This design comes from an exercise in tuning for small area and few clock cycles on the open sky130 flow, not from production work. In this exercise RTL edits were held to simulation tests only and were not proved equivalent to the original. Power and IR drop assume default switching activity.

### run.sh
#!/bin/bash
# synth_recipe.tcl (not shown) runs the flow's synth.tcl, then flattens the netlist and writes it again
# the make line also repeats each setting of config.mk as NAME=value (left out here)
make -C /OpenROAD-flow-scripts/flow DESIGN_CONFIG=/design/flow/config.mk WORK_HOME=/design/flow/orfs CLKGATE_MAP_FILE= SYNTH_SCRIPT=/design/flow/synth_recipe.tcl finish
### config.mk
export PLATFORM = sky130hd
export DESIGN_NAME = n2k_rx
export DESIGN_NICKNAME = n2k_rx
export VERILOG_FILES = /design/flow/design.v
export SDC_FILE = /design/flow/constraint.sdc
export NUM_CORES = 4
export LEC_CHECK = 0
export CAP_MARGIN = 20
export CORE_MARGIN = 2
export CORE_UTILIZATION = 40
export SLEW_MARGIN = 20
export SYNTH_MEMORY_MAX_BITS = 8192
### constraint.sdc
create_clock -name core_clock -period 14.0 [get_ports {clk}]
set_input_delay 2.8000 -clock core_clock [delete_from_list [all_inputs] [get_ports {clk}]]
set_output_delay 2.8000 -clock core_clock [all_outputs]
set_load 0.01 [all_outputs]
### design.v
module n2k_rx (
    input  wire        clk,
    input  wire        rst,
    input  wire        cfg_mode,           
    input  wire [3:0]  cfg_inc_valid,
    input  wire [71:0] cfg_inc_pgn,
    input  wire [3:0]  cfg_exc_valid,
    input  wire [71:0] cfg_exc_pgn,
    input  wire [1:0]  cfg_fast_valid,
    input  wire [35:0] cfg_fast_pgn,
    input  wire [31:0] cfg_min_interval,
    input  wire        rx_valid,
    output wire        rx_ready,
    input  wire [7:0]  rx_byte,
    input  wire [31:0] rx_now,
    output reg         out_valid,
    output reg         out_last,
    output reg  [17:0] out_pgn,
    output reg  [7:0]  out_src,
    output reg  [7:0]  out_len,
    output reg  [7:0]  out_data,
    output reg         diag_valid,
    output reg  [4:0]  diag_code,
    output reg  [17:0] diag_pgn
);
    localparam [4:0] X_RUNT       = 5'd1,
                     X_SHORT      = 5'd2,
                     X_DLEN       = 5'd3,
                     X_FP_NOSTART = 5'd4,
                     X_FP_SEQ     = 5'd5,
                     X_FP_DUP     = 5'd6,
                     X_FP_EMPTY   = 5'd7,
                     X_FP_NOLEN   = 5'd8,
                     N_FILTERED   = 5'd16,
                     N_THROTTLED  = 5'd17;
    localparam SFD = 2;               
    localparam TKD = SFD + 2;         
    localparam RW  = 59;              
    integer i;
    reg  [3:0]  cnt;           
    reg         in_frame;      
    reg         skip;          
    reg  [3:0]  h_n;           
    reg  [7:0]  h_src;
    reg  [17:0] h_pgn;
    reg  [7:0]  h_ctl;         
    reg  [7:0]  h_plb;         
    reg  [63:0] sh;            
    wire body_byte = cfg_mode ? !skip : in_frame;
    wire is_end    = cfg_mode ? (!skip && cnt == 4'd12) : (in_frame && rx_byte == 8'h55);
    wire cnt_data  = (cnt >= 4'd5) && ((cnt - 4'd5) < h_n);
    wire shifts    = body_byte && cnt_data && (cfg_mode || rx_byte != 8'h55);
    wire [4:0] fc  = h_ctl[4:0];
    wire [2:0] seq = h_ctl[7:5];
    reg inc_hit, exc_hit, allowed, fast_hit, s;
    always @(*) begin
        inc_hit = 1'b0;
        exc_hit = 1'b0;
        for (i = 0; i < 4; i = i + 1) begin
            if (cfg_inc_valid[i] && cfg_inc_pgn[18*i +: 18] == h_pgn) inc_hit = 1'b1;
            if (cfg_exc_valid[i] && cfg_exc_pgn[18*i +: 18] == h_pgn) exc_hit = 1'b1;
        end
        if (|cfg_inc_valid)      allowed = inc_hit;
        else if (|cfg_exc_valid) allowed = !exc_hit;
        else                     allowed = 1'b1;
        fast_hit = 1'b0;
        s        = 1'b0;
        if (cfg_fast_valid[1] && cfg_fast_pgn[35:18] == h_pgn) begin fast_hit = 1'b1; s = 1'b1; end
        if (cfg_fast_valid[0] && cfg_fast_pgn[17:0]  == h_pgn) begin fast_hit = 1'b1; s = 1'b0; end
    end
    reg        thr_valid [0:1];
    reg [31:0] thr_time  [0:1];
    reg        fp_valid  [0:1];
    reg [2:0]  fp_seq    [0:1];
    reg [7:0]  fp_plen   [0:1];
    reg [7:0]  fp_stored [0:1];
    reg [31:0] fp_pres   [0:1];
    reg [4:0]  fp_base   [0:1];   
    reg [4:0]  fp_hi     [0:1];   
    reg        em_busy   [0:1];
    reg [4:0]  em_base   [0:1];
    reg [4:0]  em_hi     [0:1];
    reg [31:0] em_pres   [0:1];
    reg [7:0]  em_plen   [0:1];
    reg [7:0]  em_src    [0:1];
    reg        wr_pend;
    reg        wr_slot;
    reg [4:0]  wr_blk;
    reg [2:0]  wr_len;
    reg [4:0]  ph;                
    localparam [2:0] E_IDLE = 3'd0, E_SF = 3'd1, E_FPW = 3'd2, E_FP = 3'd3, E_FP0 = 3'd4;
    reg [2:0]  est;
    reg        e_slot;
    reg [2:0]  e_j;
    reg [4:0]  e_c;
    reg [7:0]  e_cnt;
    reg [17:0] sf_pgn  [0:SFD-1];
    reg [7:0]  sf_src  [0:SFD-1];
    reg [3:0]  sf_n    [0:SFD-1];
    reg [63:0] sf_dat  [0:SFD-1];
    reg        sf_wp, sf_rp, sf_cpi;
    reg [1:0]  sf_cnt;
    reg        sf_cp;             
    reg [1:0]  tk      [0:TKD-1];
    reg [1:0]  tk_wp, tk_rp;
    reg [2:0]  tk_cnt;
    reg [4:0] fcode;
    always @(*) begin
        fcode = 5'd0;
        if (!cfg_mode) begin
            if (cnt == 4'd0)               fcode = X_RUNT;
            else if (cnt < 4'd5)           fcode = X_SHORT;
            else if (h_n > 4'd8)           fcode = X_DLEN;
            else if (cnt < 4'd5 + h_n)     fcode = X_SHORT;
        end else if (h_n > 4'd8)           fcode = X_DLEN;
    end
    wire [32:0] thr_diff = {1'b0, rx_now} - {1'b0, thr_time[s]};
    wire thr_ok = !thr_valid[s] || (!thr_diff[32] && thr_diff[31:0] >= cfg_min_interval);
    reg        d_diag, d_pgn0, d_sf, d_acc, d_store;
    reg [4:0]  d_code;
    always @(*) begin
        d_diag = 1'b0; d_pgn0 = 1'b0; d_sf = 1'b0; d_acc = 1'b0; d_store = 1'b0;
        d_code = 5'd0;
        if (fcode != 5'd0) begin
            d_diag = 1'b1; d_code = fcode; d_pgn0 = 1'b1;
        end else if (!allowed) begin
            d_diag = 1'b1; d_code = N_FILTERED;
        end else if (!fast_hit) begin
            d_sf = 1'b1;
        end else if (h_n == 4'd0) begin
            d_diag = 1'b1; d_code = X_FP_EMPTY;
        end else if (fc == 5'd0) begin
            if (h_n < 4'd2) begin
                d_diag = 1'b1; d_code = X_FP_NOLEN;
            end else if (!thr_ok) begin
                d_diag = 1'b1; d_code = N_THROTTLED;
            end else
                d_acc = 1'b1;
        end else begin
            if (!fp_valid[s]) begin
                d_diag = 1'b1; d_code = X_FP_NOSTART;
            end else if (seq != fp_seq[s]) begin
                d_diag = 1'b1; d_code = X_FP_SEQ;
            end else if (fp_pres[s][fc]) begin
                d_diag = 1'b1; d_code = X_FP_DUP;
            end else
                d_store = 1'b1;
        end
    end
    wire [4:0] new_base   = em_busy[s] ? (em_base[s] + em_hi[s] + 5'd1) : fp_base[s];
    wire [4:0] d_blk      = d_acc ? new_base : (fp_base[s] + fc);
    wire [2:0] d_len      = d_acc ? (h_n[2:0] - 3'd2) : (h_n[2:0] - 3'd1);
    wire [7:0] d_stored   = d_acc ? ({4'd0, h_n} - 8'd2) : (fp_stored[s] + {4'd0, h_n} - 8'd1);
    wire [7:0] d_plen     = d_acc ? h_plb : fp_plen[s];
    wire       d_write    = d_acc || d_store;
    wire       d_complete = d_write && (d_stored >= d_plen);
    wire [4:0] d_hi       = d_acc ? 5'd0 : ((fc > fp_hi[s]) ? fc : fp_hi[s]);
    wire [31:0] d_pres    = d_acc ? 32'd1 : (fp_pres[s] | (32'd1 << fc));
    wire [4:0] e_cur      = (est == E_FP && e_slot == s) ? e_c : 5'd0;
    wire [4:0] cf_d       = d_blk - em_base[s];
    wire       conflict   = em_busy[s] && (cf_d >= e_cur) && (cf_d <= em_hi[s]);
    wire blocked = (d_sf && (sf_cnt == SFD)) ||
                   (d_write && (conflict || wr_pend)) ||
                   (d_complete && em_busy[s]);
    wire [4:0] wpos    = ph + 5'd1 - (wr_blk * 5'd7);
    wire       wr_fire = wr_pend && (wpos[2:0] == 3'd0);
    assign rx_ready = !(is_end && blocked) && !(wr_pend && !wr_fire && shifts);
    wire rx_fire = rx_valid && rx_ready;
    wire proc    = rx_fire && is_end;
    always @(posedge clk) begin
        if (rst) begin
            cnt      <= 4'd0;
            in_frame <= 1'b0;
            skip     <= 1'b0;
        end else if (rx_fire) begin
            if (!cfg_mode) begin
                if (!in_frame) begin
                    if (rx_byte == 8'hAA) begin
                        in_frame <= 1'b1;
                        cnt      <= 4'd0;
                    end
                end else if (rx_byte == 8'h55) begin
                    in_frame <= 1'b0;
                end else begin
                    if (cnt != 4'd15)
                        cnt <= cnt + 4'd1;
                end
            end else begin
                if (skip) begin
                    skip <= 1'b0;
                end else if (cnt == 4'd12) begin
                    cnt  <= 4'd0;
                    skip <= 1'b1;
                end else begin
                    cnt <= cnt + 4'd1;
                end
            end
        end
    end
    wire cap = rx_fire && body_byte && !(!cfg_mode && rx_byte == 8'h55);
    always @(posedge clk) begin
        if (cap) begin
            case (cnt)
                4'd0: h_n          <= rx_byte[3:0];
                4'd1: h_src        <= rx_byte;
                4'd2: h_pgn[7:0]   <= rx_byte;
                4'd3: h_pgn[15:8]  <= rx_byte;
                4'd4: h_pgn[17:16] <= rx_byte[1:0];
                4'd5: h_ctl        <= rx_byte;
                4'd6: h_plb        <= rx_byte;
                default: ;
            endcase
        end
        if (rx_fire && shifts)
            sh <= {sh[55:0], rx_byte};
    end
    reg [32*RW-1:0] ring0, ring1;
    wire [RW-1:0] wdat = {wr_len, sh[55:0]};
    integer k;
    always @(posedge clk) begin
        ring0 <= {ring0[31*RW-1:0], ring0[32*RW-1 -: RW]};
        ring1 <= {ring1[31*RW-1:0], ring1[32*RW-1 -: RW]};
        for (k = 0; k < 4; k = k + 1) begin
            if (wr_fire && !wr_slot && wpos[4:3] == k) ring0[8*k*RW +: RW] <= wdat;
            if (wr_fire &&  wr_slot && wpos[4:3] == k) ring1[8*k*RW +: RW] <= wdat;
        end
    end
    reg [7:0] tap_byte;
    reg [2:0] tap_len;
    always @(*) begin
        tap_byte = 8'd0;
        tap_len  = 3'd0;
        for (k = 0; k < 7; k = k + 1) begin
            if (e_j == k) begin
                tap_byte = e_slot ? ring1[k*RW + 8*k +: 8] : ring0[k*RW + 8*k +: 8];
                tap_len  = e_slot ? ring1[k*RW + 56 +: 3]  : ring0[k*RW + 56 +: 3];
            end
        end
    end
    wire [17:0] sfh_pgn = sf_pgn[sf_rp];
    wire [7:0]  sfh_src = sf_src[sf_rp];
    wire [3:0]  sfh_n   = sf_n[sf_rp];
    wire [63:0] sfh_dat = sf_dat[sf_rp];
    wire        sf_last = (sfh_n == 4'd0) || ({1'b0, e_j} == sfh_n - 4'd1);
    wire        fp_beat = em_pres[e_slot][e_c] && (e_j < tap_len);
    wire        fp_last = fp_beat && (e_cnt + 8'd1 == em_plen[e_slot]);
    always @(*) begin
        out_valid = 1'b0;
        out_last  = 1'b0;
        out_pgn   = cfg_fast_pgn[18*e_slot +: 18];
        out_src   = em_src[e_slot];
        out_len   = em_plen[e_slot];
        out_data  = tap_byte;
        case (est)
            E_SF: begin
                out_valid = 1'b1;
                out_last  = sf_last;
                out_pgn   = sfh_pgn;
                out_src   = sfh_src;
                out_len   = {4'd0, sfh_n};
                out_data  = sfh_dat[8*e_j +: 8];
            end
            E_FP0: begin
                out_valid = 1'b1;
                out_last  = 1'b1;
            end
            E_FP: begin
                out_valid = fp_beat;
                out_last  = fp_last;
            end
            default: ;
        endcase
    end
    wire rec_end  = (est == E_SF && sf_last) || (est == E_FP && fp_last) || (est == E_FP0);
    wire can_load = (est == E_IDLE) || rec_end;
    wire [1:0] tkh = tk[tk_rp];
    wire tk_pop   = can_load && (tk_cnt != 0);
    wire tk_push  = proc && (d_sf || d_complete);
    wire [4:0] e_base  = em_base[e_slot];
    wire       aligned = (ph + 5'd1) == (e_base * 5'd7);
    wire       c0_wait = wr_pend && (wr_slot == e_slot) && (wr_blk == e_base);
    always @(posedge clk) begin
        if (rst) begin
            est <= E_IDLE;
        end else begin
            if (tk_pop) begin
                e_slot <= tkh[0];
                e_j    <= 3'd0;
                if (!tkh[1])
                    est <= E_SF;
                else if (em_plen[tkh[0]] == 8'd0)
                    est <= E_FP0;
                else
                    est <= E_FPW;
            end else if (rec_end) begin
                est <= E_IDLE;
            end else if (est == E_SF) begin
                e_j <= e_j + 3'd1;
            end else if (est == E_FPW) begin
                if (aligned && !c0_wait) begin
                    est   <= E_FP;
                    e_j   <= 3'd0;
                    e_c   <= 5'd0;
                    e_cnt <= 8'd0;
                end
            end else if (est == E_FP) begin
                if (fp_beat) e_cnt <= e_cnt + 8'd1;
                if (e_j == 3'd6) begin
                    e_j <= 3'd0;
                    e_c <= e_c + 5'd1;
                end else
                    e_j <= e_j + 3'd1;
            end
        end
    end
    wire sf_free = (est == E_SF) && sf_last;
    always @(posedge clk) begin
        if (rst) begin
            sf_wp  <= 0;
            sf_rp  <= 0;
            sf_cnt <= 0;
            sf_cp  <= 1'b0;
            tk_wp  <= 0;
            tk_rp  <= 0;
            tk_cnt <= 0;
        end else begin
            sf_cp <= proc && d_sf;
            if (proc && d_sf) begin
                sf_cpi <= sf_wp;
                sf_wp  <= (sf_wp == SFD - 1) ? 0 : sf_wp + 1;
            end
            if (sf_free)
                sf_rp <= (sf_rp == SFD - 1) ? 0 : sf_rp + 1;
            sf_cnt <= sf_cnt + (proc && d_sf) - sf_free;
            if (tk_push) begin
                tk[tk_wp] <= {d_complete, s};
                tk_wp     <= (tk_wp == TKD - 1) ? 0 : tk_wp + 1;
            end
            if (tk_pop)
                tk_rp <= (tk_rp == TKD - 1) ? 0 : tk_rp + 1;
            tk_cnt <= tk_cnt + tk_push - tk_pop;
        end
        if (sf_cp) begin
            sf_pgn[sf_cpi] <= h_pgn;
            sf_src[sf_cpi] <= h_src;
            sf_n[sf_cpi]   <= h_n;
            sf_dat[sf_cpi] <= sh;
        end
    end
    always @(posedge clk) begin
        diag_valid <= 1'b0;
        if (rst) begin
            ph           <= 5'd0;
            wr_pend      <= 1'b0;
            thr_valid[0] <= 1'b0;
            thr_valid[1] <= 1'b0;
            fp_valid[0]  <= 1'b0;
            fp_valid[1]  <= 1'b0;
            fp_base[0]   <= 5'd0;
            fp_base[1]   <= 5'd0;
            em_busy[0]   <= 1'b0;
            em_busy[1]   <= 1'b0;
        end else begin
            ph <= ph + 5'd1;
            if (wr_fire)
                wr_pend <= 1'b0;
            if (rec_end && est != E_SF)
                em_busy[e_slot] <= 1'b0;
            if (proc) begin
                if (d_diag) begin
                    diag_valid <= 1'b1;
                    diag_code  <= d_code;
                    diag_pgn   <= d_pgn0 ? 18'd0 : h_pgn;
                end
                if (d_write) begin
                    wr_pend <= 1'b1;
                    wr_slot <= s;
                    wr_blk  <= d_blk;
                    wr_len  <= d_len;
                    fp_valid[s]  <= !d_complete;
                    fp_stored[s] <= d_stored;
                    fp_pres[s]   <= d_pres;
                    fp_hi[s]     <= d_hi;
                end
                if (d_acc) begin
                    thr_valid[s] <= 1'b1;
                    thr_time[s]  <= rx_now;
                    fp_seq[s]    <= seq;
                    fp_plen[s]   <= h_plb;
                    fp_base[s]   <= new_base;
                end
                if (d_complete) begin
                    em_busy[s] <= 1'b1;
                    em_base[s] <= d_acc ? new_base : fp_base[s];
                    em_hi[s]   <= d_hi;
                    em_pres[s] <= d_pres;
                    em_plen[s] <= d_plen;
                    em_src[s]  <= h_src;
                end
            end
        end
    end
endmodule
==> reports/metrics.cfg, run 1 <==
[sta]
setup_slack_ps = -196
max_slew_margin_pct = 25.1
tightest_slew_ps = 1120
final_max_slew_viol_count = 0
setup_viol = 1
final.period_utilization_pct = 101
fmax_mhz = 70.4
fin_crit_ps = 14200
skew_ps = 93.0
hold_violations = 0
rsz0062_at_grt = true

[clocking]
clock_latency_ps = 940
cts_buffers = 404
htreeDepth = 5
cts_buffer_depth = 4
cts_root_buffer = clkbuf_16
path_clk_slew_ps = 60
cts_tree = done
cts.sinks = 4472

[global_routing]
antenna_found_initial = 14
grt_max_degree = 75
grt_use_total_pct = 16.1
overflow = 0
grt_pass1_vias = 56337
grt_pass1_wl_um = 365000

[power_and_ir_drop]
power.ir.vdd_worst_v = 0.000117
p_per_area_nw_per_um2 = 180
finalPower_mw = 25.5
p_leak_nw = 56.2

[yosys]
synth_common_cells = 3812 x dfxtp_1, 660 x edfxtp_1, 493 x mux2_2
synthArstFlopShare_pct = 0
syn_inst = 7084
syn_avg_cell_area_um2 = 16.6
synth.most_common_cell = dfxtp_1
synth_area_leaders = dfxtp_1 65%, edfxtp_1 17%, mux2_2 4.7%
synth_edf_count = 660
synth_area_um2 = 118000
synth.distinct_cells = 86
yosysTopAreaCell = dfxtp_1
ys_ff_latch = 4472
synth-warning-count = 1
syn_nets = 7515
ys_seq_area_share_pct = 81.8
synth_top_cell_area_share_pct = 64.9
synthFlopType = dfxtp_1

[floorplanning]
die_y_um = 546
coreArea_um2 = 293000
boundaryPins = 335
start_util_pct = 40.1
num_rows = 199
die_area_um2 = 298000
die_x_um = 546

[setup_path]
r2r_slack_ps = 3550
reg2reg_from = h_pgn[4]
path_max_fanout = 5
slowest_delay_ps = 480
worstSetupEndpointType = output pin
rr_endpoint = tk_cnt[2]
path_class = primary input to output pin
cpMostUsedCell = buf_6
cp-start-kind = primary input
arrival_ps = 11400
cp_slowest_cell = or4b_4
cp.required_ps = 11200
reg2reg_depth = 57

[drt]
wl_met3_um = 11100
highest_layer = met5
drt_first_pass_iters = 5
routed_via_density = 4.41
wl_um = 244000
wl_met1_um = 117000
detail-route-antenna-nets = 0
route.met2.wl_um = 110000
drcViolationCount = 0
vias = 53984
routedWlPerCell_um = 19.9
first_iter_violations = 2760

[place]
numPortBuffers = 334
place_congestion = 0.915
hpwl_um = 149000
dp_cells = 11445

[cells_and_area]
area_growth_pct = 21.0
nets = 8411
fin_cells = 12243
drive_above_1_share_pct = 20.4

[run_status]
violations = negative setup slack
status = complete, but fails checks

[worst_hold_path]
hp-class = register to register
worstHoldStart = ring0[1708]
whs_path_depth = 0
hold_end = ring0[1767]

[flow_run]
drv_cap = 0

==> layout make-up <==
| cell class | instances | area [um2] |
|---|---|---|
| repair buffers | 662 | 6000 |
| fillers | 24649 | 151000 |
| well taps | 3919 | 4900 |
| clock buffers | 596 | 12100 |
| diodes | 3 | 7.51 |
| clock inverters | 151 | 1770 |
| inverters | 129 | 487 |
| multi-input cells | 2311 | 20800 |
| flip-flops and latches | 4472 | 96100 |
==> registers in the layout, indices dropped and copies added, names as in the netlist, 10 cells and up, named ones only <==
name	cells
ring0	1888
ring1	1888
sf_dat	128
em_pres	64
fp_pres	64
sh	64
thr_time	64
sf_pgn	36
diag_pgn	18
h_pgn	18
em_plen	16
em_src	16
fp_plen	16
fp_stored	16
sf_src	16
em_base	10
em_hi	10
fp_base	10
fp_hi	10
==> worst max-delay path by stage <==
stage                                start        to  cells past startpoint
after floorplan           cfg_fast_pgn[29]  rx_ready                     50
after global placement     cfg_fast_pgn[1]  rx_ready                     48
after detailed placement   cfg_fast_pgn[1]  rx_ready                     48
after CTS                 cfg_fast_pgn[16]  rx_ready                     50
after global routing      cfg_fast_pgn[35]  rx_ready                     50
final                      cfg_fast_pgn[6]  rx_ready                     50
==> metrics by stage <==
step	hold slack [ps]	worst slack, ps	util [%]	TNS [ps]	area (um2)
6_report	252	-196	48.5	-196	142000
5_1_grt	235	-581	48.5	-581	142000
2_1_floorplan	310	83.1	-	0	118000
4_1_cts	221	-659	48.4	-659	142000
3_3_place_gp	310	-2520	43.5	-12210	127000
3_5_place_dp	312	-2460	43.5	-8360	127000
==> timing repair <==
item                                    CTS  global route
setup buffers                            29            22
hold buffers                              0             0
pin swaps                                61            90
endpoints found under the setup margin    1             1
cloned                                    0             1
resized for setup                       115           106
==> routing by layer <==
metal / GRT usage [%] / vias to the layer above
li1: - / 25910
met1: 22.6 / 26607
met2: 25.6 / 1105
met3: 3.05 / 342
met4: 4.11 / 20
met5: 0 / -
==> cells in the final DEF (no fill, tap or decap), types with 15 or more instances in the layout <==
master and n:
nand3_1 41, bufinv_16 24, mux4_2 65, clkbuf_2 15, ha_1 147, and2_1 33
buf_4 299, nand4_1 61, nand2b_1 24, nand2_1 139, a21oi_1 159, clkbuf_8 84
o21ai_0 67, mux2i_1 224, clkbuf_1 86, a211oi_1 29, nor2_1 149, xor2_1 54
dfxtp_1 3810, mux2_2 492, clkbuf_16 426, clkinv_2 64, nor3_1 25, clkdlybuf4s50_1 297
nor2b_1 51, xnor2_2 15, inv_1 122, xnor2_1 207, edfxtp_1 660, a21o_1 40
==> where the power goes <==
group          internal [mW]  total [mW]  switching (mW)
combinational          0.526        1.30           0.773
clock                   6.49        11.2            4.67
sequential              13.0        13.1          0.0371
total                   20.1        25.5            5.48
==> worst max-delay path: cells and delay by family <==
| family | cells | cell delay, ps |
|---|---|---|
| XOR/XNOR | 4 | 580 |
| buffers and inverters | 10 | 1230 |
| AND/OR/NAND/NOR | 12 | 2090 |
| multiplexers | 1 | 230 |
| AO/OA/AOI/OAI | 18 | 3210 |
| adder cells (fa/ha/maj) | 5 | 1200 |
==> kinds of logic after synthesis <==
group | Yosys count | share of synthesized area, %
buffers and inverters | 301 | 1.07
AND/OR/NAND/NOR | 638 | 2.84
flip-flops | 4472 | 81.8
AO/OA/AOI/OAI | 433 | 2.33
multiplexers | 785 | 7.90
XOR/XNOR | 290 | 2.21
adder cells (fa/ha/maj) | 165 | 1.84
Testbench counts, summed over its fixed seeds: cycles 100,209.
==> inputs of run 2 (changes only) <==
--- a/design.v
+++ b/design.v
@@ -35,6 +35,6 @@
                      N_THROTTLED  = 5'd17;
     localparam SFD = 2;               
-    localparam TKD = SFD + 2;         
-    localparam RW  = 59;              
+    localparam TKD = SFD + 4;         
+    localparam RW  = 57;              
     integer i;
     reg  [3:0]  cnt;           
@@ -84,11 +84,14 @@
     reg [7:0]  em_plen   [0:1];
     reg [7:0]  em_src    [0:1];
+    reg        pc_pend   [0:1];
+    reg [7:0]  pc_src    [0:1];
     reg        wr_pend;
     reg        wr_slot;
     reg [4:0]  wr_blk;
     reg [2:0]  wr_len;
+    reg        wr_sh;             
     reg [4:0]  ph;                
-    localparam [2:0] E_IDLE = 3'd0, E_SF = 3'd1, E_FPW = 3'd2, E_FP = 3'd3, E_FP0 = 3'd4;
-    reg [2:0]  est;
+    localparam [1:0] E_IDLE = 2'd0, E_SF = 2'd1, E_FPW = 2'd2, E_FP = 2'd3;
+    reg [1:0]  est;
     reg        e_slot;
     reg [2:0]  e_j;
@@ -103,6 +106,6 @@
     reg        sf_cp;             
     reg [1:0]  tk      [0:TKD-1];
-    reg [1:0]  tk_wp, tk_rp;
-    reg [2:0]  tk_cnt;
+    reg [2:0]  tk_wp, tk_rp;
+    reg [3:0]  tk_cnt;
     reg [4:0] fcode;
     always @(*) begin
@@ -149,21 +152,30 @@
     end
     wire [4:0] new_base   = em_busy[s] ? (em_base[s] + em_hi[s] + 5'd1) : fp_base[s];
-    wire [4:0] d_blk      = d_acc ? new_base : (fp_base[s] + fc);
-    wire [2:0] d_len      = d_acc ? (h_n[2:0] - 3'd2) : (h_n[2:0] - 3'd1);
-    wire [7:0] d_stored   = d_acc ? ({4'd0, h_n} - 8'd2) : (fp_stored[s] + {4'd0, h_n} - 8'd1);
-    wire [7:0] d_plen     = d_acc ? h_plb : fp_plen[s];
+    wire [4:0] d_blk      = (fc == 5'd0) ? new_base : (fp_base[s] + fc);
+    wire [2:0] d_len      = (fc == 5'd0) ? (h_n[2:0] - 3'd2) : (h_n[2:0] - 3'd1);
+    wire [7:0] d_stored   = (fc == 5'd0) ? ({4'd0, h_n} - 8'd2) : (fp_stored[s] + {4'd0, h_n} - 8'd1);
+    wire [7:0] d_plen     = (fc == 5'd0) ? h_plb : fp_plen[s];
     wire       d_write    = d_acc || d_store;
     wire       d_complete = d_write && (d_stored >= d_plen);
-    wire [4:0] d_hi       = d_acc ? 5'd0 : ((fc > fp_hi[s]) ? fc : fp_hi[s]);
-    wire [31:0] d_pres    = d_acc ? 32'd1 : (fp_pres[s] | (32'd1 << fc));
-    wire [4:0] e_cur      = (est == E_FP && e_slot == s) ? e_c : 5'd0;
-    wire [4:0] cf_d       = d_blk - em_base[s];
-    wire       conflict   = em_busy[s] && (cf_d >= e_cur) && (cf_d <= em_hi[s]);
-    wire blocked = (d_sf && (sf_cnt == SFD)) ||
-                   (d_write && (conflict || wr_pend)) ||
-                   (d_complete && em_busy[s]);
+    wire [4:0] d_hi       = (fc == 5'd0) ? 5'd0 : ((fc > fp_hi[s]) ? fc : fp_hi[s]);
+    wire [31:0] d_pres    = (fc == 5'd0) ? 32'd1 : (fp_pres[s] | (32'd1 << fc));
+    reg [1:0] blk_acc, blk_store, st_ok;
+    reg [4:0] ecur, off;
+    always @(*) begin
+        for (i = 0; i < 2; i = i + 1) begin
+            ecur         = (est == E_FP && e_slot == i) ? e_c : 5'd0;
+            off          = fp_base[i] + fc - em_base[i];
+            blk_acc[i]   = (em_busy[i] && em_hi[i] == 5'd31 && ecur == 5'd0) || wr_pend || pc_pend[i];
+            blk_store[i] = (em_busy[i] && off >= ecur && off <= em_hi[i]) || wr_pend || pc_pend[i];
+            st_ok[i]     = fp_valid[i] && (seq == fp_seq[i]) && !fp_pres[i][fc];
+        end
+    end
+    wire fp_frame = (fcode == 5'd0) && allowed && fast_hit && (h_n != 4'd0);
+    wire blocked  = (d_sf && (sf_cnt == SFD)) ||
+                    (fp_frame && (fc == 5'd0) && (h_n >= 4'd2) && blk_acc[s]) ||
+                    (fp_frame && (fc != 5'd0) && st_ok[s] && blk_store[s]);
     wire [4:0] wpos    = ph + 5'd1 - (wr_blk * 5'd7);
     wire       wr_fire = wr_pend && (wpos[2:0] == 3'd0);
-    assign rx_ready = !(is_end && blocked) && !(wr_pend && !wr_fire && shifts);
+    assign rx_ready = !(is_end && blocked) && !(wr_pend && wr_sh && !wr_fire && shifts);
     wire rx_fire = rx_valid && rx_ready;
     wire proc    = rx_fire && is_end;
@@ -216,5 +228,7 @@
     end
     reg [32*RW-1:0] ring0, ring1;
-    wire [RW-1:0] wdat = {wr_len, sh[55:0]};
+    wire [55:0] wd   = wr_sh ? sh[63:8] : sh[55:0];
+    wire        wfull = (wr_len == 3'd7);
+    wire [RW-1:0] wdat = {wfull, wd[55:51], wfull ? wd[50:48] : wr_len, wd[47:0]};
     integer k;
     always @(posedge clk) begin
@@ -234,5 +248,6 @@
             if (e_j == k) begin
                 tap_byte = e_slot ? ring1[k*RW + 8*k +: 8] : ring0[k*RW + 8*k +: 8];
-                tap_len  = e_slot ? ring1[k*RW + 56 +: 3]  : ring0[k*RW + 56 +: 3];
+                tap_len  = (e_slot ? ring1[k*RW + 56] : ring0[k*RW + 56]) ? 3'd7 :
+                           (e_slot ? ring1[k*RW + 48 +: 3] : ring0[k*RW + 48 +: 3]);
             end
         end
@@ -261,6 +276,6 @@
                 out_data  = sfh_dat[8*e_j +: 8];
             end
-            E_FP0: begin
-                out_valid = 1'b1;
+            E_FPW: begin
+                out_valid = fp_zero;
                 out_last  = 1'b1;
             end
@@ -272,5 +287,7 @@
         endcase
     end
-    wire rec_end  = (est == E_SF && sf_last) || (est == E_FP && fp_last) || (est == E_FP0);
+    wire fp_zero  = em_plen[e_slot] == 8'd0;
+    wire em_end   = (est == E_FP && fp_last) || (est == E_FPW && fp_zero);
+    wire rec_end  = (est == E_SF && sf_last) || em_end;
     wire can_load = (est == E_IDLE) || rec_end;
     wire [1:0] tkh = tk[tk_rp];
@@ -287,10 +304,5 @@
                 e_slot <= tkh[0];
                 e_j    <= 3'd0;
-                if (!tkh[1])
-                    est <= E_SF;
-                else if (em_plen[tkh[0]] == 8'd0)
-                    est <= E_FP0;
-                else
-                    est <= E_FPW;
+                est    <= tkh[1] ? E_FPW : E_SF;
             end else if (rec_end) begin
                 est <= E_IDLE;
@@ -361,10 +373,24 @@
             em_busy[0]   <= 1'b0;
             em_busy[1]   <= 1'b0;
+            pc_pend[0]   <= 1'b0;
+            pc_pend[1]   <= 1'b0;
         end else begin
             ph <= ph + 5'd1;
             if (wr_fire)
                 wr_pend <= 1'b0;
-            if (rec_end && est != E_SF)
-                em_busy[e_slot] <= 1'b0;
+            if (wr_pend && !wr_fire && rx_fire && shifts)
+                wr_sh <= 1'b1;
+            for (i = 0; i < 2; i = i + 1) begin
+                if (pc_pend[i] && (!em_busy[i] || (em_end && e_slot == i))) begin
+                    pc_pend[i] <= 1'b0;
+                    em_busy[i] <= 1'b1;
+                    em_base[i] <= fp_base[i];
+                    em_hi[i]   <= fp_hi[i];
+                    em_pres[i] <= fp_pres[i];
+                    em_plen[i] <= fp_plen[i];
+                    em_src[i]  <= pc_src[i];
+                end else if (em_end && e_slot == i)
+                    em_busy[i] <= 1'b0;
+            end
             if (proc) begin
                 if (d_diag) begin
@@ -378,4 +404,5 @@
                     wr_blk  <= d_blk;
                     wr_len  <= d_len;
+                    wr_sh   <= 1'b0;
                     fp_valid[s]  <= !d_complete;
                     fp_stored[s] <= d_stored;
@@ -391,10 +418,6 @@
                 end
                 if (d_complete) begin
-                    em_busy[s] <= 1'b1;
-                    em_base[s] <= d_acc ? new_base : fp_base[s];
-                    em_hi[s]   <= d_hi;
-                    em_pres[s] <= d_pres;
-                    em_plen[s] <= d_plen;
-                    em_src[s]  <= h_src;
+                    pc_pend[s] <= 1'b1;
+                    pc_src[s]  <= h_src;
                 end
             end
--- a/config.mk
+++ b/config.mk
@@ -8,5 +8,6 @@
 export CAP_MARGIN = 20
 export CORE_MARGIN = 2
-export CORE_UTILIZATION = 40
+export CORE_UTILIZATION = 60
+export CTS_BUF_LIST = sky130_fd_sc_hd__clkbuf_8
 export SLEW_MARGIN = 20
 export SYNTH_MEMORY_MAX_BITS = 8192
==> reports/metrics.cfg, run 2 <==
[yosys]
synth_area_leaders = dfxtp_1 64%, edfxtp_1 18%, mux2i_1 2.0%
syn_inst = 7720  ; +9.0%
syn_nets = 8177  ; +8.8%
synth.most_common_cell = dfxtp_1
synth.distinct_cells = 80  ; -7.0%
syn_avg_cell_area_um2 = 15.0  ; -9.3%
synth_common_cells = 3688 x dfxtp_1, 681 x edfxtp_1, 567 x nand2_1
ys_ff_latch = 4369  ; -2.3%
synth_top_cell_area_share_pct = 63.6  ; -1.4 points
yosysTopAreaCell = dfxtp_1
synthArstFlopShare_pct = 0  ; unchanged
synthFlopType = dfxtp_1
synth-warning-count = 7  ; +6
synth_area_um2 = 116000  ; -1.2%
synth_edf_count = 681  ; +3.2%
ys_seq_area_share_pct = 81.2  ; -0.62 points

[clocking]
path_clk_slew_ps = 60  ; about the same
cts_root_buffer = clkbuf_8
cts_buffer_depth = 4  ; unchanged
htreeDepth = 6  ; +1
cts.sinks = 4369  ; -2.3%
cts_buffers = 638  ; +58%
clock_latency_ps = 1080  ; +140 ps
cts_tree = done
post-cts-setup-buffer-count = 0  ; -100%
cts_resized = 0  ; -100%
ctsHoldBuffers = 0  ; unchanged

[power_and_ir_drop]
clockPowerShare_pct = 41.1  ; -2.6 points
p_switching_mw = 5.31  ; -3.1%
p_per_area_nw_per_um2 = 177  ; -1.6%
p_leak_nw = 53.7  ; -4.4%
seqPwrFrac_pct = 53.6  ; +2.4 points
switching_share_pct = 22.2  ; +0.77 points
finalPower_mw = 23.9  ; -6.4%
power.ir.vdd_worst_v = 0.000153  ; +30%
pwr-share-comb_pct = 5.3  ; +0.2 points
internal_power_mw = 18.6  ; -7.3%

[sta]
rsz0062_at_grt = false
max_slew_margin_pct = 20.2  ; -4.9 points
fin_setup_tns_ps = 0  ; +196 ps
final_max_slew_viol_count = 0  ; unchanged
tightest_slew_ps = 1160  ; +48.3 ps
hold_violations = 0  ; unchanged
skew_ps = 92.0  ; -1.07 ps
final.period_utilization_pct = 79.2  ; -22 points
setup_slack_ps = 2910  ; +3100 ps
setup_viol = 0  ; -1
fin_crit_ps = 11090  ; -3100 ps
fmax_mhz = 90.1  ; +28%

[global_routing]
grt_use_total_pct = 24.5  ; +8.4 points
grt_pass1_vias = 60655  ; +7.7%
grt_pass1_wl_um = 365000  ; about the same
overflow = 0  ; unchanged
antenna_found_initial = 13  ; -1
grt_max_degree = 66  ; -12%

[cells_and_area]
final_common_cell = dfxtp_1
reg_top3 = ring0 x1824, ring1 x1824, sf_dat x128
area_growth_pct = 16.5
nets = 9008  ; +7.1%
nFillCells = 13022  ; -47%
drive_above_1_share_pct = 12.5  ; -8.0 points
mostFrequentLayoutCells = 3687 x dfxtp_1, 798 x clkbuf_8, 681 x edfxtp_1
multi_input_area_um2 = 20500  ; -1.2%
register_area_um2 = 94300  ; -1.9%

[drt]
wl_um = 239000  ; -1.7%
routedWlPerCell_um = 20.7  ; +4.1%
drt_first_pass_iters = 5  ; unchanged
routed_via_density = 5.04  ; +14%
drcViolationCount = 0  ; unchanged
first_iter_violations = 3804  ; +38%
detail-route-antenna-nets = 0  ; unchanged
vias = 58301  ; +8.0%

[setup_path]
cp_top_family = compound AO/OA/AOI/OAI gates
cp_slowest_cell = or4b_1
worst-path-buf-inv = 4  ; -6
path_max_fanout = 32  ; +27
path_class = primary input to register
arrival_ps = 11990  ; +590 ps
slowest_delay_ps = 580  ; +100 ps
cp.required_ps = 14900  ; +3700 ps
worstSetupEndpointType = register
cp-start-kind = primary input

[worst_hold_path]
hp-class = register to register

[place]
hpwl_um = 150000  ; +1.1%
numPortBuffers = 334  ; unchanged
dp_slack_ps = 1810  ; +4270 ps
place_congestion = 0.907  ; -0.84%

[floorplanning]
die_x_um = 444  ; -19%
die_y_um = 444  ; -19%
coreArea_um2 = 192000  ; -34%
start_util_pct = 60.4  ; +20 points
die_area_um2 = 197000  ; -34%
num_rows = 161  ; -19%
boundaryPins = 335  ; unchanged

[flow_run]
drv_cap = 0  ; unchanged

[run_status]
status = no timing/DRC/antenna violations

==> run 2: cell count changes in the layout (fill, tap and decap cells not counted), sizes merged, moves of 28 or more <==
cell / previous run / this run
o21ai: 83 / 441
clkinv: 91 / 63
inv: 156 / 397
a21oi: 174 / 259
mux2: 493 / 8
nor2: 156 / 282
dfxtp: 3812 / 3688
clkbuf: 611 / 798
clkdlybuf4s50: 297 / 333
nand2: 142 / 567
buf: 331 / 86
==> run 2: cells by family after synthesis <==
kind of cell	synth area share (%)
AND/OR/NAND/NOR	4.56
AO/OA/AOI/OAI	4.66
buffers and inverters	1.31
adder cells (fa/ha/maj)	2.19
flip-flops	81.2
XOR/XNOR	2.26
multiplexers	3.84
==> run 2: routing by layer <==
metal | part of all wire [%] | GRT usage [%]
met5 | 0.010 | 0
met4 | 3.0 | 8.87
met3 | 5.3 | 5.15
met2 | 45 | 38.0
met1 | 46 | 34.2
==> run 2: power groups by stage <==
stage          Combinational, mW  Clock [mW]  Sequential [mW]
3_5_place_dp                1.28           0             13.1
3_3_place_gp                1.27           0             13.1
5_1_grt                     1.35        10.6             12.8
6_report                    1.27        9.83             12.8
2_1_floorplan              0.637           0             13.1
4_1_cts                     1.28        10.1             12.8
==> run 2: layout make-up <==
class                           count  area share (%)
Sequential cell                  4369            69.7
Timing Repair Buffer              419            2.96
Multi-Input combinational cell   2962            15.2
Clock inverter                    320            1.28
Antenna cell                        4         0.00740
Tap cell                         2526            2.34
Inverter                          161           0.448
Clock buffer                      798            8.12
==> run 2: path summary, 6_finish.rpt <==
path / startpoint / to / slack, ps / depth (start not counted)
max: cfg_fast_pgn[2] / tk_cnt[2] / 2910 / 36
min: ring0[1702] / ring0[1759] / 270 / 0
max reg2reg: h_pgn[9] / tk_cnt[2] / 4240 / 35
min reg2reg: ring0[1702] / ring0[1759] / 270 / 0
==> run 2: worst register-to-register path, delay by kind of cell, from the launching register on <==
kind / cells / cell delay, ps
buffers and inverters: 3 / 670
and+or+nand+nor: 8 / 1980
DFF: 1 / 930
adders and majority gates: 5 / 1460
AOI/OAI and AO/OA: 15 / 3840
muxes: 1 / 270
xor gates and xnor gates: 3 / 500
==> run 2: metrics by stage <==
stage | cell area, um2 | util, % | hold WS (ps) | cells
after global placement | 123000 | 63.7 | 310 | 10436
after floorplan | 116000 | - | 310 | 7720
final | 135000 | 70.3 | 270 | 11559
after global routing | 135000 | 70.3 | 278 | 11559
after CTS | 135000 | 70.3 | 269 | 11555
after detailed placement | 123000 | 63.7 | 312 | 10437
Testbench counts of run 2, summed over its fixed seeds: cycles 97,540.
==> inputs of run 3 (changes only) <==
--- a/config.mk
+++ b/config.mk
@@ -9,5 +9,6 @@
 export CORE_MARGIN = 2
 export CORE_UTILIZATION = 60
-export CTS_BUF_LIST = sky130_fd_sc_hd__clkbuf_8
+export CTS_CLUSTER_DIAMETER = 60
+export CTS_CLUSTER_SIZE = 32
 export SLEW_MARGIN = 20
 export SYNTH_MEMORY_MAX_BITS = 8192
==> reports/metrics.cfg, run 3 <==
[sta]
fin_setup_tns_ps = 0  ; unchanged
fin_crit_ps = 11360  ; +263 ps
rsz0062_at_grt = false
setup_viol = 0  ; unchanged
max_slew_margin_pct = 26.4  ; +6.2 points
final.period_utilization_pct = 81.1  ; +1.9 points
skew_ps = 52.3  ; -39.7 ps
fmax_mhz = 88.1  ; -2.3%
tightest_slew_ps = 1080  ; -81.4 ps
hold_violations = 0  ; unchanged
final_max_slew_viol_count = 0  ; unchanged

[power_and_ir_drop]
power.ir.vdd_worst_v = 0.000151  ; -0.75%
p_per_area_nw_per_um2 = 162  ; -8.4%
p_leak_nw = 49.5  ; -7.8%

[place]
place_congestion = 0.907  ; unchanged
hpwl_um = 150000  ; unchanged
dp_cells = 10437  ; unchanged
numPortBuffers = 334  ; unchanged

[drt]
vias = 55461  ; -4.9%
wl_um = 231000  ; -3.6%
detail-route-antenna-nets = 0  ; unchanged
drcViolationCount = 0  ; unchanged
first_iter_violations = 3983  ; +4.7%
routed_via_density = 5.16  ; +2.2%
routedWlPerCell_um = 21.4  ; +3.6%
drt_first_pass_iters = 5  ; unchanged

[clocking]
cts_root_buffer = clkbuf_16
ctsHoldBuffers = 0  ; unchanged
cts_buffer_depth = 3  ; -1
htreeDepth = 4  ; -2
cts_resized = 0  ; unchanged
post-cts-setup-buffer-count = 0  ; unchanged
cts_tree = done
clock_latency_ps = 860  ; -220 ps
cts_buffers = 188  ; -71%
cts.sinks = 4369  ; unchanged
path_clk_slew_ps = 100  ; +40 ps

[worst_hold_path]
hp-class = register to register

[yosys]
ys_ff_latch = 4369  ; unchanged
synth_area_um2 = 116000  ; unchanged
synth_area_leaders = dfxtp_1 64%, edfxtp_1 18%, mux2i_1 2.0%
synthFlopType = dfxtp_1
yosysTopAreaCell = dfxtp_1
synth_top_cell_area_share_pct = 63.6  ; unchanged
synth.most_common_cell = dfxtp_1
syn_avg_cell_area_um2 = 15.0  ; unchanged
synth_common_cells = 3688 x dfxtp_1, 681 x edfxtp_1, 567 x nand2_1
syn_inst = 7720  ; unchanged
synth-warning-count = 7  ; unchanged
synth_edf_count = 681  ; unchanged
synthArstFlopShare_pct = 0  ; unchanged
ys_seq_area_share_pct = 81.2  ; unchanged
syn_nets = 8177  ; unchanged
synth.distinct_cells = 80  ; unchanged

[flow_run]
drv_cap = 0  ; unchanged

[cells_and_area]
drive_above_1_share_pct = 6.53  ; -5.9 points
utilization_pct = 67.1  ; -3.2 points
fin_cells = 10758  ; -6.9%
nets = 8558  ; -5.0%
mostFrequentLayoutCells = 3687 x dfxtp_1, 681 x edfxtp_1, 561 x nand2_1
final_common_cell = dfxtp_1
area_growth_pct = 11.2
reg_top3 = ring0 x1824, ring1 x1824, sf_dat x128

[setup_path]
path_class = primary input to register
cp_slowest_cell = or4b_1
worstSetupEndpointType = register
slowest_delay_ps = 580  ; about the same
arrival_ps = 12080  ; +90 ps
cp-start-kind = primary input
path_max_fanout = 32  ; unchanged
cp.required_ps = 14720  ; -180 ps

[global_routing]
antenna_found_initial = 14  ; +1
grt_pass1_vias = 55447  ; -8.6%
grt_use_total_pct = 23.5  ; -0.99 points
grt_pass1_wl_um = 347000  ; -4.8%
grt_max_degree = 66  ; unchanged
overflow = 0  ; unchanged

[floorplanning]
die_area_um2 = 197000  ; unchanged
start_util_pct = 60.4  ; unchanged
die_y_um = 444  ; unchanged
die_x_um = 444  ; unchanged
boundaryPins = 335  ; unchanged
num_rows = 161  ; unchanged
coreArea_um2 = 192000  ; unchanged

[run_status]
status = no timing/DRC/antenna violations

[run 3: cell counts after synthesis]
Identical to the previous run, type by type.
[run 3: cells by family after synthesis]
family	count (synthesis)	synth area share, %
buf+inv	389	1.31
simple gates	1192	4.56
flops	4369	81.2
fa+ha+maj	191	2.19
xor+xnor	299	2.26
compound gates	947	4.66
mux	333	3.84
[run 3: power by group]
part | leakage, nW | internal [mW] | switching [mW]
sequential | 35.8 | 12.8 | 0.0391
combinational | 10.5 | 0.502 | 0.762
clock | 3.15 | 2.90 | 3.96
total | 49.5 | 16.1 | 4.76
[run 3: worst paths after layout]
check / from / to / slack (ps) / depth (start not counted)
worst min register to register: ring1[1653] / ring1[1710] / 310 / 0
worst max register to register: h_pgn[9] / tk_cnt[2] / 4180 / 35
worst min-delay path: ring1[1653] / ring1[1710] / 310 / 0
worst max-delay path: cfg_fast_pgn[2] / tk_cnt[2] / 2640 / 36
[run 3: worst max-delay path: cells and delay by family]
kind                       cells  cell delay [ps]
AOI/OAI and AO/OA             15             3890
xor gates and xnor gates       3              560
adders and majority gates      5             1450
buffers and inverters          4             1100
muxes                          1              260
and+or+nand+nor                8             1980
[run 3: per-layer routing]
layer / wire, um / vias to the layer above / share of wire (%) / track usage, %
li1: - / 26693 / - / -
met5: 30 / - / 0.013 / 0
met3: 11200 / 325 / 4.9 / 3.61
met1: 110000 / 27197 / 48 / 34.4
met2: 103000 / 1242 / 45 / 36.4
met4: 6730 / 4 / 2.9 / 6.99
[run 3: area by class of cell]
cell class,count,area (um2)
flip-flops and latches,4369,94300
fillers,13574,63200
well taps,2526,3160
clock inverters,105,1670
diodes,7,17.5
clock buffers,209,4910
inverters,161,606
multi-input cells,2962,20500
repair buffers,419,4010
[run 3: through the flow]
stage | hold WS (ps) | area [um2] | setup WS, ps | total power, mW
after floorplan | 310 | 116000 | 2300 | 13.7
after global placement | 310 | 123000 | 1880 | 14.4
after detailed placement | 312 | 123000 | 1810 | 14.4
after CTS | 315 | 129000 | 2730 | 21.1
after global routing | 323 | 129000 | 2160 | 21.6
final | 311 | 129000 | 2640 | 20.9
==> inputs of run 4 (changes only) <==
--- a/config.mk
+++ b/config.mk
@@ -8,7 +8,5 @@
 export CAP_MARGIN = 20
 export CORE_MARGIN = 2
-export CORE_UTILIZATION = 60
-export CTS_CLUSTER_DIAMETER = 60
-export CTS_CLUSTER_SIZE = 32
+export CORE_UTILIZATION = 40
 export SLEW_MARGIN = 20
 export SYNTH_MEMORY_MAX_BITS = 8192
==> reports/metrics.cfg, run 4 <==
[place]
place_congestion = 0.879  ; -3.1%
dp_cells = 11695  ; +12%
hpwl_um = 148000  ; -1.8%
post_dp_cell_area_um2 = 124000  ; +1.3%
numPortBuffers = 334  ; unchanged

[yosys]
synth_edf_count = 681  ; unchanged
synthArstFlopShare_pct = 0  ; unchanged
synth_area_leaders = dfxtp_1 64%, edfxtp_1 18%, mux2i_1 2.0%
synth_area_um2 = 116000  ; unchanged
synth_common_cells = 3688 x dfxtp_1, 681 x edfxtp_1, 567 x nand2_1
ys_seq_area_share_pct = 81.2  ; unchanged
synthFlopType = dfxtp_1
syn_nets = 8177  ; unchanged
synth.most_common_cell = dfxtp_1
syn_inst = 7720  ; unchanged
synth_mux_area_share_pct = 3.84  ; unchanged
synth-warning-count = 7  ; unchanged
yosysTopAreaCell = dfxtp_1
synth-compound-area-share_pct = 4.66  ; unchanged
synth_top_cell_area_share_pct = 63.6  ; unchanged
synth.distinct_cells = 80  ; unchanged
yosys.area_share.simple_pct = 4.56  ; unchanged
synthAdderAreaFrac_pct = 2.19  ; unchanged
synth_xor_area_share_pct = 2.26  ; unchanged
ys_ff_latch = 4369  ; unchanged
syn_avg_cell_area_um2 = 15.0  ; unchanged
synth_top_family_by_area = compound AO/OA/AOI/OAI gates

[sta]
rsz0062_at_grt = false
final_max_slew_viol_count = 0  ; unchanged
fmax_mhz = 88.3  ; +0.32%
skew_ps = 67.9  ; +15.6 ps
final.period_utilization_pct = 80.9  ; -0.26 points
fin_crit_ps = 11320  ; -36.8 ps
setup_viol = 0  ; unchanged
hold_violations = 0  ; unchanged
fin_setup_tns_ps = 0  ; unchanged
tightest_slew_ps = 1080  ; -1.88 ps
max_slew_margin_pct = 25.9  ; -0.51 points
finalHoldWorstSlack_ps = 280  ; -31.2 ps

[drt]
vias = 57362  ; +3.4%
routedWlPerCell_um = 19.1  ; -11%
first_iter_violations = 3732  ; -6.3%
routed_via_density = 4.61  ; -11%
wl_um = 238000  ; +3.2%
detail-route-antenna-nets = 0  ; unchanged
drt_first_pass_iters = 6  ; +1
drcViolationCount = 0  ; unchanged

[clocking]
cts_resized = 0  ; unchanged
htreeDepth = 5  ; +1
post-cts-setup-buffer-count = 0  ; unchanged
cts_tree = done
cts_buffer_depth = 4  ; +1
clock_latency_ps = 930  ; +70 ps
path_clk_slew_ps = 60  ; -40 ps
ctsHoldBuffers = 0  ; unchanged
cts_root_buffer = clkbuf_16
cts_buffers = 397  ; +110%
cts.sinks = 4369  ; unchanged

[power_and_ir_drop]
internal_power_mw = 19.6  ; +21%
seqPwrFrac_pct = 51.5  ; -9.7 points
p_leak_nw = 53.1  ; +7.2%
power.ir.vdd_worst_v = 0.000123  ; -19%
clockPowerShare_pct = 43.6  ; +11 points
switching_share_pct = 21.2  ; -1.6 points
pwr-share-comb_pct = 4.9  ; -1.1 points
p_switching_mw = 5.27  ; +11%
p_per_area_nw_per_um2 = 181  ; +12%

[run_status]
status = no timing/DRC/antenna violations

[setup_path]
cp.required_ps = 14540  ; -180 ps
path_max_fanout = 28  ; -13%
worstSetupEndpointType = register
arrival_ps = 11860  ; -220 ps
path_class = primary input to register
cp-start-kind = primary input
slowest_delay_ps = 690  ; +110 ps
r2r_slack_ps = 4310  ; +130 ps
cp_slowest_cell = nor2_4

[floorplanning]
boundaryPins = 335  ; unchanged
die_area_um2 = 295000  ; +50%
die_y_um = 543  ; +22%
coreArea_um2 = 288000  ; +50%
die_x_um = 543  ; +22%
num_rows = 197  ; +22%
start_util_pct = 40.3  ; -20 points

[cells_and_area]
nets = 8772  ; +2.5%
fin_cells = 12439  ; +16%
drive_above_1_share_pct = 10.2  ; +3.6 points
register_area_um2 = 94300  ; unchanged
final_common_cell = dfxtp_1
nFillCells = 24472  ; +80%
mostFrequentLayoutCells = 3687 x dfxtp_1, 681 x edfxtp_1, 561 x nand2_1
reg_top3 = ring0 x1824, ring1 x1824, sf_dat x128
area_growth_pct = 18.6
design_area_um2 = 138000  ; +6.6%
multi_input_area_um2 = 20500  ; about the same
utilization_pct = 47.7  ; -19 points

[global_routing]
overflow = 0  ; unchanged
grt_pass1_wl_um = 363000  ; +4.5%
grt_pass1_vias = 59067  ; +6.5%
grt_use_total_pct = 16.0  ; -7.4 points
antenna_found_initial = 21  ; +7
grt_max_degree = 130  ; +97%

[flow_run]
drv_cap = 0  ; unchanged

[worst_hold_path]
hp-class = register to register

[run 4: cell counts after synthesis]
Identical to the previous run, type by type.
[run 4: logic make-up after synthesis]
logic type	count (synthesis)
multiplexers	333
flip-flops	4369
adder cells (fa/ha/maj)	191
buffers and inverters	389
XOR/XNOR	299
AO/OA/AOI/OAI	947
AND/OR/NAND/NOR	1192
[run 4: per-layer routing]
metal | up-vias | share of wire, % | GRT usage, %
li1 | 27372 | - | -
met1 | 28095 | 47 | 22.6
met2 | 1407 | 44 | 24.8
met3 | 460 | 5.6 | 3.10
met4 | 28 | 2.8 | 5.10
met5 | - | 0.074 | 0
[run 4: cell type report]
type / count / area share [%]
Tap cell: 3781 / 3.44
Clock buffer: 584 / 8.59
Sequential cell: 4369 / 68.5
Timing Repair Buffer: 424 / 2.94
Inverter: 161 / 0.440
Clock inverter: 153 / 1.20
Multi-Input combinational cell: 2962 / 14.9
Antenna cell: 5 / 0.00909
[run 4: stage by stage]
| step | setup slack (ps) | total power, mW |
|---|---|---|
| 3_3_place_gp | 1690 | 14.3 |
| 4_1_cts | 2610 | 25.1 |
| 6_report | 2680 | 24.9 |
| 3_5_place_dp | 1640 | 14.3 |
| 2_1_floorplan | 2300 | 13.7 |
| 5_1_grt | 1950 | 25.7 |
[run 4: worst paths after layout]
check / start / endpoint / cells after the start
setup / recovery: cfg_fast_pgn[10] / fp_pres[1][26] / 30
hold / removal: ring1[1008] / ring1[1065] / 0
setup reg to reg: h_pgn[10] / fp_pres[1][26] / 30
hold reg to reg: ring1[1008] / ring1[1065] / 0
[run 4: power groups by stage]
stage	Clock, mW	Sequential (mW)	Combinational [mW]
3_5_place_dp	0	13.1	1.22
3_3_place_gp	0	13.1	1.22
5_1_grt	11.6	12.8	1.31
6_report	10.8	12.8	1.22
4_1_cts	11.1	12.8	1.23
2_1_floorplan	0	13.1	0.637
[run 4: worst max-delay path: cells and delay by family]
family	cells	cell delay (ps)
fa+ha+maj	2	660
simple gates	8	2790
compound gates	14	3260
xor+xnor	2	610
mux	1	180
buf+inv	3	1480
==> inputs of run 5 (changes only) <==
--- a/design.v
+++ b/design.v
@@ -22,5 +22,5 @@
     output reg         diag_valid,
     output reg  [4:0]  diag_code,
-    output reg  [17:0] diag_pgn
+    output wire [17:0] diag_pgn
 );
     localparam [4:0] X_RUNT       = 5'd1,
@@ -38,4 +38,5 @@
     localparam RW  = 57;              
     integer i;
+    reg diag_z;
     reg  [3:0]  cnt;           
     reg         in_frame;      
@@ -51,4 +52,5 @@
     wire cnt_data  = (cnt >= 4'd5) && ((cnt - 4'd5) < h_n);
     wire shifts    = body_byte && cnt_data && (cfg_mode || rx_byte != 8'h55);
+    assign diag_pgn = diag_z ? 18'd0 : h_pgn;
     wire [4:0] fc  = h_ctl[4:0];
     wire [2:0] seq = h_ctl[7:5];
@@ -397,5 +399,5 @@
                     diag_valid <= 1'b1;
                     diag_code  <= d_code;
-                    diag_pgn   <= d_pgn0 ? 18'd0 : h_pgn;
+                    diag_z     <= d_pgn0;
                 end
                 if (d_write) begin
==> flow/run.sh (new file) <==
#!/bin/bash
set -euo pipefail
export CTS_ARGS="-sink_clustering_enable -repair_clock_nets -dont_use_dummy_load"
bash standard.sh > standard.log 2>&1
==> standard.sh (new file) <==
#!/bin/bash
# synth_recipe.tcl (not shown) runs the flow's synth.tcl, then flattens the netlist and writes it again
# the make line also repeats each setting of config.mk as NAME=value (left out here)
make -C /OpenROAD-flow-scripts/flow DESIGN_CONFIG=/design/flow/config.mk WORK_HOME=/design/flow/orfs CLKGATE_MAP_FILE= SYNTH_SCRIPT=/design/flow/synth_recipe.tcl "${@:-finish}"
--- a/config.mk
+++ b/config.mk
@@ -8,5 +8,5 @@
 export CAP_MARGIN = 20
 export CORE_MARGIN = 2
-export CORE_UTILIZATION = 40
+export CORE_UTILIZATION = 60
 export SLEW_MARGIN = 20
 export SYNTH_MEMORY_MAX_BITS = 8192
removed: run.sh
==> reports/metrics.cfg, run 5 <==
[global_routing]
grt_max_degree = 64  ; -51%
antenna_found_initial = 10  ; -52%
grt_pass1_wl_um = 361000  ; -0.53%
grt_use_total_pct = 24.4  ; +8.4 points
use_met2_pct = 38.5  ; +14 points
gr-usage-met3_pct = 4.37  ; +1.3 points
grt.busiest_layer = met2
gr-usage-met1_pct = 34.7  ; +12 points
grt_pass1_vias = 58154  ; -1.5%
overflow = 0  ; unchanged

[yosys]
synth_common_cells = 3688 x dfxtp_1, 664 x edfxtp_1, 549 x nand2_1
yosysTopAreaCell = dfxtp_1
synthArstFlopShare_pct = 0  ; unchanged
syn_avg_cell_area_um2 = 15.0  ; -0.32%
ys_ff_latch = 4352  ; -0.39%
synth.distinct_cells = 89  ; +11%
ys_seq_area_share_pct = 81.0  ; -0.17 points
synth.most_common_cell = dfxtp_1
synthFlopType = dfxtp_1
synth_top_cell_area_share_pct = 63.8  ; +0.21 points
synth_area_um2 = 116000  ; -0.33%
synth_edf_count = 664  ; -2.5%
syn_inst = 7719  ; -0.013%
synth_area_leaders = dfxtp_1 64%, edfxtp_1 17%, mux2i_1 2.0%
syn_nets = 8176  ; -0.012%
synth-warning-count = 7  ; unchanged

[run_status]
status = no timing/DRC/antenna violations

[sta]
fin_setup_tns_ps = 0  ; unchanged
tightest_slew_ps = 1140  ; +57.2 ps
final.period_utilization_pct = 78.1  ; -2.7 points
skew_ps = 143  ; +74.6 ps
fin_crit_ps = 10940  ; -381 ps
hold_violations = 0  ; unchanged
max_slew_margin_pct = 22.0  ; -3.9 points
rsz0062_at_grt = false
setup_viol = 0  ; unchanged
fmax_mhz = 91.4  ; +3.5%
final_max_slew_viol_count = 0  ; unchanged

[place]
numPortBuffers = 334  ; unchanged
hpwl_um = 150000  ; +1.7%
place_congestion = 0.907  ; +3.2%
post_dp_cell_area_um2 = 122000  ; -1.6%

[cells_and_area]
multi_input_area_um2 = 20600  ; +0.46%
drive_above_1_share_pct = 7.69  ; -2.5 points
nets = 8777  ; +0.057%
reg_top3 = ring0 x1824, ring1 x1824, sf_dat x128
register_area_um2 = 93800  ; -0.54%
design_area_um2 = 132000  ; -3.9%
area_growth_pct = 14.3
mostFrequentLayoutCells = 3687 x dfxtp_1, 664 x edfxtp_1, 542 x nand2_1
utilization_pct = 68.8  ; +21 points
nFillCells = 13101  ; -46%
final_common_cell = dfxtp_1

[setup_path]
reg2reg_depth = 34  ; +13%
r2r_slack_ps = 4670  ; +360 ps
path_class = primary input to register
path_max_fanout = 33  ; +18%
slowest_delay_ps = 730  ; +40 ps
reg2reg_from = h_pgn[10]
cp.required_ps = 14770  ; +230 ps
cp_slowest_cell = o311a_4
worstSetupEndpointType = register
rr_endpoint = tk_cnt[3]
cp-start-kind = primary input
cpMostUsedCell = a21oi_1
arrival_ps = 11710  ; -150 ps

[drt]
routed_via_density = 5.23  ; +13%
detail-route-antenna-nets = 0  ; unchanged
routedWlPerCell_um = 22.1  ; +15%
first_iter_violations = 3771  ; +1.0%
vias = 56704  ; -1.1%
wl_um = 240000  ; +0.68%
drcViolationCount = 0  ; unchanged
drt_first_pass_iters = 5  ; -1

[floorplanning]
die_x_um = 443  ; -18%
die_y_um = 443  ; -18%
boundaryPins = 335  ; unchanged
num_rows = 161  ; -18%
start_util_pct = 60.2  ; +20 points
die_area_um2 = 196000  ; -33%
coreArea_um2 = 192000  ; -33%

[power_and_ir_drop]
p_per_area_nw_per_um2 = 176  ; -2.3%
power.ir.vdd_worst_v = 0.000149  ; +21%
p_leak_nw = 50.6  ; -4.6%

[clocking]
post-cts-setup-buffer-count = 0  ; unchanged
path_clk_slew_ps = 60  ; about the same
cts_tree = done
cts_buffer_depth = 4  ; unchanged
cts_root_buffer = clkbuf_16
ctsHoldBuffers = 0  ; unchanged
clock_latency_ps = 990  ; +60 ps
cts.sinks = 4352  ; -0.39%
htreeDepth = 5  ; unchanged
cts_resized = 0  ; unchanged
cts_buffers = 404  ; +1.8%

[worst_hold_path]
hp-class = register to register
whs_path_depth = 0  ; unchanged
hold_end = ring0[674]
worstHoldStart = ring0[617]

[flow_run]
drv_cap = 0  ; unchanged

-- run 5: cell types whose count changed after synthesis, sizes merged, moves of 11 or more --
cell	previous run	this run
a21oi	259	298
nor2b	52	85
nand2	567	549
xor2	56	74
edfxtp	681	664
xnor2	243	227
a211oi	37	49
and3	31	20
o221ai	5	16
-- run 5: layout make-up --
cell class,count,area share [%]
inverters,161,0.457
diodes,3,0.00567
clock buffers,404,7.64
well taps,2526,2.39
multi-input cells,2977,15.6
repair buffers,424,3.05
flip-flops and latches,4352,70.9
-- run 5: logic make-up (layout without fill, tap and decap cells) --
group	count (synthesis)	in the layout	synth area share [%]
multiplexers	326	326	3.69
buffers and inverters	390	989	1.31
AND/OR/NAND/NOR	1164	1164	4.54
adder cells (fa/ha/maj)	191	191	2.19
flip-flops	4352	4352	81.0
other	0	3	0
AO/OA/AOI/OAI	995	995	4.96
XOR/XNOR	301	301	2.29
-- run 5: worst max path at each step --
stage	from	end	slack, ps	depth (start not counted)
6_report	cfg_fast_pgn[35]	tk_cnt[3]	3060	35
5_1_grt	cfg_fast_pgn[35]	tk_cnt[3]	2330	35
4_1_cts	cfg_fast_pgn[35]	tk_cnt[3]	3090	35
3_5_place_dp	cfg_fast_pgn[35]	tk_cnt[2]	2190	35
3_3_place_gp	cfg_fast_pgn[35]	tk_cnt[2]	2170	35
2_1_floorplan	cfg_fast_pgn[18]	tk_cnt[2]	3690	37
-- run 5: worst max-delay path, delay by kind of cell --
kind	cells	cell delay, ps
buffers and inverters	3	710
AND/OR/NAND/NOR	5	970
adder cells (fa/ha/maj)	4	1090
XOR/XNOR	3	560
AO/OA/AOI/OAI	19	5170
multiplexers	1	370
-- run 5: metal layers --
metal  routed length [um]  vias up
met4                 6200       10
li1                     -    27023
met2               109000     1415
met5                   62        -
met1               111000    27875
met3                12500      381
-- run 5: through the flow --
step | total power, mW | setup slack (ps) | hold slack (ps) | cells
floorplan | 13.8 | 3690 | 310 | 7719
global placement | 14.6 | 2170 | 310 | 10439
detailed placement | 14.6 | 2190 | 312 | 10440
CTS | 23.6 | 3090 | 260 | 10844
global route | 24.1 | 2330 | 264 | 10846
finish | 23.3 | 3060 | 273 | 10847
-- run 5: where the power goes --
group | switching (mW) | internal [mW]
Sequential | 0.0322 | 12.7
Clock | 3.99 | 5.04
Combinational | 0.953 | 0.623
Total | 4.98 | 18.4
Testbench counts of run 5, summed over its fixed seeds: cycles 97,540.
==> inputs of run 6 (changes only) <==
==> flow/run.sh (replaced) <==
#!/bin/bash
set -euo pipefail
export CTS_ARGS="-sink_clustering_enable -repair_clock_nets -dont_use_dummy_load -sink_clustering_size 24 -sink_clustering_max_diameter 50"
bash standard.sh > standard.log 2>&1
==> reports/metrics.cfg, run 6 <==
[run_status]
status = no timing/DRC/antenna violations

[sta]
setup_viol = 0  ; unchanged
rsz0062_at_grt = false
fin_crit_ps = 10980  ; +38.8 ps
hold_violations = 0  ; unchanged
fin_setup_tns_ps = 0  ; unchanged
max_slew_margin_pct = 21.8  ; -0.21 points
fmax_mhz = 91.1  ; -0.35%
final.period_utilization_pct = 78.4  ; +0.28 points
final_max_slew_viol_count = 0  ; unchanged

[floorplanning]
die_x_um = 443  ; unchanged
boundaryPins = 335  ; unchanged
num_rows = 161  ; unchanged
start_util_pct = 60.2  ; unchanged
coreArea_um2 = 192000  ; unchanged
die_area_um2 = 196000  ; unchanged
die_y_um = 443  ; unchanged

[drt]
detail-route-antenna-nets = 0  ; unchanged
routed_via_density = 5.19  ; -0.65%
wl_um = 235000  ; -2.0%
drt_first_pass_iters = 6  ; +1
drcViolationCount = 0  ; unchanged
routedWlPerCell_um = 21.9  ; -0.89%
vias = 55707  ; -1.8%

[setup_path]
cp-start-kind = primary input
arrival_ps = 11750  ; +40 ps
cp-startpoint = cfg_fast_pgn[35]
cp.required_ps = 14780  ; about the same
worstSetupEndpointType = register
path_class = primary input to register
r2r_slack_ps = 4680  ; about the same
reg2reg_from = h_pgn[10]
slowest_delay_ps = 730  ; about the same

[power_and_ir_drop]
p_leak_nw = 49.2  ; -2.9%
power.ir.vdd_worst_v = 0.000136  ; -8.8%
p_per_area_nw_per_um2 = 167  ; -5.3%

[yosys]
syn_inst = 7719  ; unchanged
synth_area_leaders = dfxtp_1 64%, edfxtp_1 17%, mux2i_1 2.0%
syn_avg_cell_area_um2 = 15.0  ; unchanged
synth_edf_count = 664  ; unchanged
ys_seq_area_share_pct = 81.0  ; unchanged
synth_top_cell_area_share_pct = 63.8  ; unchanged
synthArstFlopShare_pct = 0  ; unchanged
synth.distinct_cells = 89  ; unchanged
synth.most_common_cell = dfxtp_1
syn_nets = 8176  ; unchanged
synthFlopType = dfxtp_1
ys_ff_latch = 4352  ; unchanged
synth-warning-count = 7  ; unchanged
synth_area_um2 = 116000  ; unchanged

[clocking]
ctsHoldBuffers = 0  ; unchanged
path_clk_slew_ps = 90  ; +30 ps
cts_root_buffer = clkbuf_16
cts_buffers = 285  ; -29%
htreeDepth = 5  ; unchanged
clock_latency_ps = 930  ; -60 ps
cts_resized = 0  ; unchanged
cts_buffer_depth = 4  ; unchanged

[flow_run]
drv_cap = 0  ; unchanged

[global_routing]
grt_pass1_wl_um = 352000  ; -2.6%
grt_pass1_vias = 56148  ; -3.4%
antenna_found_initial = 10  ; unchanged
overflow = 0  ; unchanged
grt_max_degree = 64  ; unchanged

[cells_and_area]
area_growth_pct = 11.7
reg_top3 = ring0 x1824, ring1 x1824, sf_dat x128
final_common_cell = dfxtp_1

[place]
hpwl_um = 150000  ; unchanged
place_congestion = 0.907  ; unchanged

[worst_hold_path]
worstHoldStart = ring0[701]
hp-class = register to register

run 6: cell counts after synthesis:
Identical to the previous run, type by type.
run 6: per-stage QoR:
| stage | instance area (um2) | power (mW) | hold slack [ps] | std cells |
|---|---|---|---|---|
| after global placement | 122000 | 14.6 | 310 | 10439 |
| after detailed placement | 122000 | 14.6 | 312 | 10440 |
| after CTS | 129000 | 21.8 | 284 | 10725 |
| after floorplan | 116000 | 13.8 | 310 | 7719 |
| after global routing | 129000 | 22.3 | 284 | 10726 |
| final | 129000 | 21.6 | 276 | 10726 |
run 6: critical path: cells and delay by family:
| kind | cells | cell delay (ps) |
|---|---|---|
| AO/OA/AOI/OAI | 17 | 4790 |
| adder cells (fa/ha/maj) | 5 | 1380 |
| buffers and inverters | 4 | 780 |
| AND/OR/NAND/NOR | 5 | 970 |
| XOR/XNOR | 3 | 600 |
| multiplexers | 1 | 360 |
run 6: routing by layer:
metal,track usage (%),vias to the layer above,wire [um]
li1,-,26776,-
met1,34.5,27167,110000
met2,37.1,1375,105000
met3,4.15,379,12700
met4,7.05,10,6340
met5,0,-,63
run 6: final cells by class:
class                   count  area (um2)
well taps                2526        3160
diodes                      1        2.50
flip-flops and latches   4352       93800
multi-input cells        2977       20600
inverters                 161         604
repair buffers            424        4030
clock buffers             285        7130
fillers                 13471       62900
run 6: report_power, final:
group          switching (mW)  total [mW]  internal [mW]  leakage [nW]
clock                    3.70        7.31           3.61          3.51
combinational           0.955        1.58          0.623          9.98
sequential             0.0324        12.7           12.7          35.7
total                    4.68        21.6           16.9          49.2
run 6: worst paths after layout:
path	cells after the start	endpoint
worst max-delay path	35	tk_cnt[2]
worst min-delay path	0	ring0[758]
worst max register to register	34	tk_cnt[2]
worst min register to register	0	ring0[758]
run 6: kinds of logic after synthesis:
logic type | Yosys count | synth area share (%)
DFF | 4352 | 81.0
buffers and inverters | 390 | 1.31
AOI/OAI and AO/OA | 995 | 4.96
and+or+nand+nor | 1164 | 4.54
adders and majority gates | 191 | 2.19
xor gates and xnor gates | 301 | 2.29
muxes | 326 | 3.69

Setup slack of run 6, layout unchanged: 3.022 ns with ideal ports, 3.085 ns with driving cells assumed (clock clkbuf_16, inputs buf_2), 2.102 ns with port delays also shifted by the 0.983 ns mid clock arrival.
